This is an optimization exercise on Yosys and OpenROAD, whose aim is small area, a short achievable clock period and few clock cycles per item, not a production implementation. The RTL was checked by simulation tests, not by an equivalence proof against the original design. Power and IR drop assume default switching activity.

Design ina3221_rcu, start of the top module:
module ina3221_rcu #(
    parameter [6:0] DEV_ADDR = 7'h40
) (
    input  wire        clk,
    input  wire        rst,
    input  wire        cmd_valid,
    output wire        cmd_ready,
    input  wire [47:0] cmd,
    output wire        rsp_valid,
    input  wire        rsp_ready,
    output wire [79:0] rsp,
    output wire        tr_req_valid,
    output wire        tr_req_write,
    output wire [6:0]  tr_req_dev,
    output wire [7:0]  tr_req_reg,
    output wire [15:0] tr_req_wdata,
    input  wire        tr_ans_valid,
    input  wire        tr_ans_ok,
    input  wire [15:0] tr_ans_rdata,
    input  wire [7:0]  tr_ans_err,
    input  wire        pin_pv,
    input  wire        pin_crit,
    input  wire        pin_warn,
    input  wire        pin_tc,
    input  wire [15:0] shunt_r_mohm,
    output wire        inited_o,
    output wire [15:0] cfg_cache_o
);
For scale: about 140 flip-flops, ~230 I/O pins, about 14,000 sq um of cells after synthesis.
export LEC_CHECK = 0
export ABC_AREA = 1
export CAP_MARGIN = 20
export CORE_MARGIN = 2
export CORE_UTILIZATION = 40
export PLACE_DENSITY = 0.6
export SETUP_SLACK_MARGIN = 5
export SLEW_MARGIN = 20
create_clock -name core_clock -period 9.0 [get_ports {clk}]
run.sh (not shown) runs the stock make flow with config.mk's settings and CLKGATE_MAP_FILE= SYNTH_SCRIPT=/design/flow/synth_recipe.tcl, a recipe that flattens the netlist after the stock synthesis.
Testbench counts at the start, summed over its fixed seeds: cycles 30,117, ops 3,200.
Change:
--- a/flow/design.v
+++ b/flow/design.v
@@ -111,12 +111,13 @@
     reg        inited;
     reg [15:0] cfg_cache;
     reg        req_write;
     reg [7:0]  req_reg;
     reg [15:0] w;               
     reg [2:0]  status;
+    reg [7:0]  info;
     reg [27:0] acc;             
     reg        sx;              
     reg        dmode;           
     reg [15:0] rem;             
     reg [4:0]  cnt;
     reg        neg;
@@ -133,16 +134,20 @@
             K_WORD: a_data = {12'd0, a_L};
             K_S16, K_X5: a_data = a_s16;
             default: a_data = {27'd0, a_L[q_fbit]};
         endcase
     end
     wire [25:0] x5 = {acc[23:0], 2'b00} + acc[25:0];
-    wire [16:0] d_sh = {rem, acc[27]};
-    wire [17:0] d_df = {1'b0, d_sh} - {2'b00, rn};
-    wire        d_ge = ~d_df[17];
-    wire [15:0] d_r  = d_ge ? d_df[15:0] : d_sh[15:0];
+    wire [16:0] d1_sh = {rem, acc[27]};
+    wire [17:0] d1_df = {1'b0, d1_sh} - {2'b00, rn};
+    wire        d1_ge = ~d1_df[17];
+    wire [15:0] d1_r  = d1_ge ? d1_df[15:0] : d1_sh[15:0];
+    wire [16:0] d2_sh = {d1_r, acc[26]};
+    wire [17:0] d2_df = {1'b0, d2_sh} - {2'b00, rn};
+    wire        d2_ge = ~d2_df[17];
+    wire [15:0] d2_r  = d2_ge ? d2_df[15:0] : d2_sh[15:0];
     reg [2:0]  s5_r;
     reg [6:0]  s5_q;
     integer i;
     always @(*) begin
         s5_r = rem[2:0];
         for (i = 6; i >= 0; i = i - 1) begin
@@ -184,24 +189,25 @@
                 req_reg   <= d_reg;
                 w         <= (d_wsrc == 2'd1) ? 16'h8000 : (d_wsrc == 2'd2) ? 16'h0004 : c_word;
                 q_curr <= d_curr; q_x5 <= (d_kind == K_X5); q_set40 <= d_set40; q_sum <= d_sum;
                 q_cfgl <= d_cfgl; q_cfgw <= d_cfgw; q_iset <= d_iset;
                 q_kind <= d_kind; q_fbit <= d_fbit;
                 status <= 3'd0;
+                info   <= 8'd0;
                 sx     <= 1'b0;
                 dmode  <= 1'b0;
                 neg    <= c_arg[31];
                 rem    <= 16'd0;
                 cnt    <= 5'd0;
                 acc    <= {12'd0, (d_wsrc == 2'd1) ? 16'h8000 : (d_wsrc == 2'd2) ? 16'h0004 : c_word};
                 if (!d_legal) begin
-                    status <= 3'd3; acc[7:0] <= c_op; s_resp <= 1'b1;
+                    status <= 3'd3; info <= c_op; s_resp <= 1'b1;
                 end else if (d_init && !inited) begin
-                    status <= 3'd4; acc[7:0] <= 8'd0; s_resp <= 1'b1;
+                    status <= 3'd4; s_resp <= 1'b1;
                 end else if (d_chan && !c_ch_ok) begin
-                    status <= 3'd1; acc[7:0] <= c_sel; s_resp <= 1'b1;
+                    status <= 3'd1; info <= c_sel; s_resp <= 1'b1;
                 end else if (d_local) begin
                     s_resp <= 1'b1;
                     if (d_desc) begin
                         acc <= desc(c_word);
                         dmode <= 1'b1;
                     end else if (d_enc)
@@ -231,13 +237,13 @@
                 s_xfer <= 1'b1;
             end
             if (s_xfer && tr_ans_valid) begin
                 s_xfer <= 1'b0;
                 if (!tr_ans_ok) begin
                     status <= 3'd2;
-                    acc[7:0] <= tr_ans_err;
+                    info   <= tr_ans_err;
                     s_resp <= 1'b1;
                 end else begin
                     if (q_iset) inited <= 1'b1;
                     if (q_cfgl) cfg_cache <= a_L;
                     if (q_cfgw) cfg_cache <= w;
                     if (!req_write) begin
@@ -256,27 +262,28 @@
                     s_x5 <= 1'b0;
                     if (q_curr) s_abs  <= 1'b1;
                     else        s_resp <= 1'b1;
                 end
             end
             if (s_abs) begin
-                rem   <= {1'b0, fx_t[24:10]};
-                acc   <= {fx_t[9:0], 18'd0};
-                cnt   <= {1'b0, rz} + 5'd13;
+                if (rz[0]) begin
+                    rem <= {1'b0, fx_t[24:10]};
+                    acc <= {fx_t[9:0], 18'd0};
+                end else begin
+                    rem <= {2'b00, fx_t[24:11]};
+                    acc <= {fx_t[10:0], 17'd0};
+                end
+                cnt   <= 5'd0;
                 s_abs <= 1'b0;
                 s_div <= 1'b1;
             end
             if (s_div) begin
-                rem <= d_r;
-                acc <= {acc[26:0], d_ge};
-                cnt <= cnt - 5'd1;
-                if (cnt == 5'd1) begin
-                    s_div <= 1'b0;
-                    if (neg) s_neg  <= 1'b1;
-                    else     s_resp <= 1'b1;
-                end
+                rem <= d2_r;
+                acc <= {acc[25:0], d1_ge, d2_ge};
+                cnt <= cnt + 5'd1;
+                if (cnt[3:0] == {1'b0, rz[3:1]} + 4'd6) begin s_div <= 1'b0; s_neg <= 1'b1; end
             end
             if (s_neg) begin
                 acc    <= fx_t[27:0];
                 sx     <= fx_t[28];
                 s_neg  <= 1'b0;
                 s_resp <= 1'b1;
@@ -287,14 +294,13 @@
             end
         end
     end
     wire [58:0] dh = desc(w);
     assign cmd_ready    = s_idle;
     assign rsp_valid    = s_resp;
-    wire        err = |status;
-    assign rsp          = {5'd0, status, acc[7:0] & {8{err}}, {5{sx}}, dmode ? dh[58:28] : {31{sx}}, acc};
+    assign rsp          = {5'd0, status, info, {5{sx}}, dmode ? dh[58:28] : {31{sx}}, acc};
     assign tr_req_valid = s_xfer;
     assign tr_req_write = req_write;
     assign tr_req_dev   = DEV_ADDR;
     assign tr_req_reg   = req_reg;
     assign tr_req_wdata = {w[7:0], w[15:8]};
     assign inited_o     = inited;
The new run passed the timing, DRC and antenna checks.
Global-route usage fell by 0.97 points.
Design area rose by 11%.
Total power rose by about 34%.
Hold slack barely changes.
Clock power rose by about 8%.
Sequential share of layout area fell by 1.1 points.
Clock skew rose by 3.9 ps.
Testbench counts after the change, summed over its fixed seeds: cycles 24,742, ops 3,200.

## static timing again, ports no longer ideal
How much do the figures lean on ideal ports? The routed layouts below were timed once more, with nothing changed but the port constraints.
Step 1: set_driving_cell puts a clkbuf_16 on clk and a buf_2 on each other input, an assumption about the parent block.
Step 2, shift: input delay + t, output delay - t, t = (earliest + latest rising clock arrival at the registers) / 2. This alone moves slack from input paths to output paths.
Slacks: ideal / step 1 / step 2; pairs: ideal / step 1.
| run | shift t [ns] | setup slack, ns | worst setup path at the end | worst slew at a driven data input, ns |
|---|---|---|---|---|
| the first run | 0.497 | 4.947 / 4.978 / 4.481 | input to register | 0.08 |
| the second run | 0.499 | 4.308 / 4.308 / 4.308 | register to register | 0.07 |
After both steps every run listed still meets setup and hold. For the first run, which loses most, drivers alone change the setup slack by +0.031 ns; drivers and shift together by -0.466 ns.
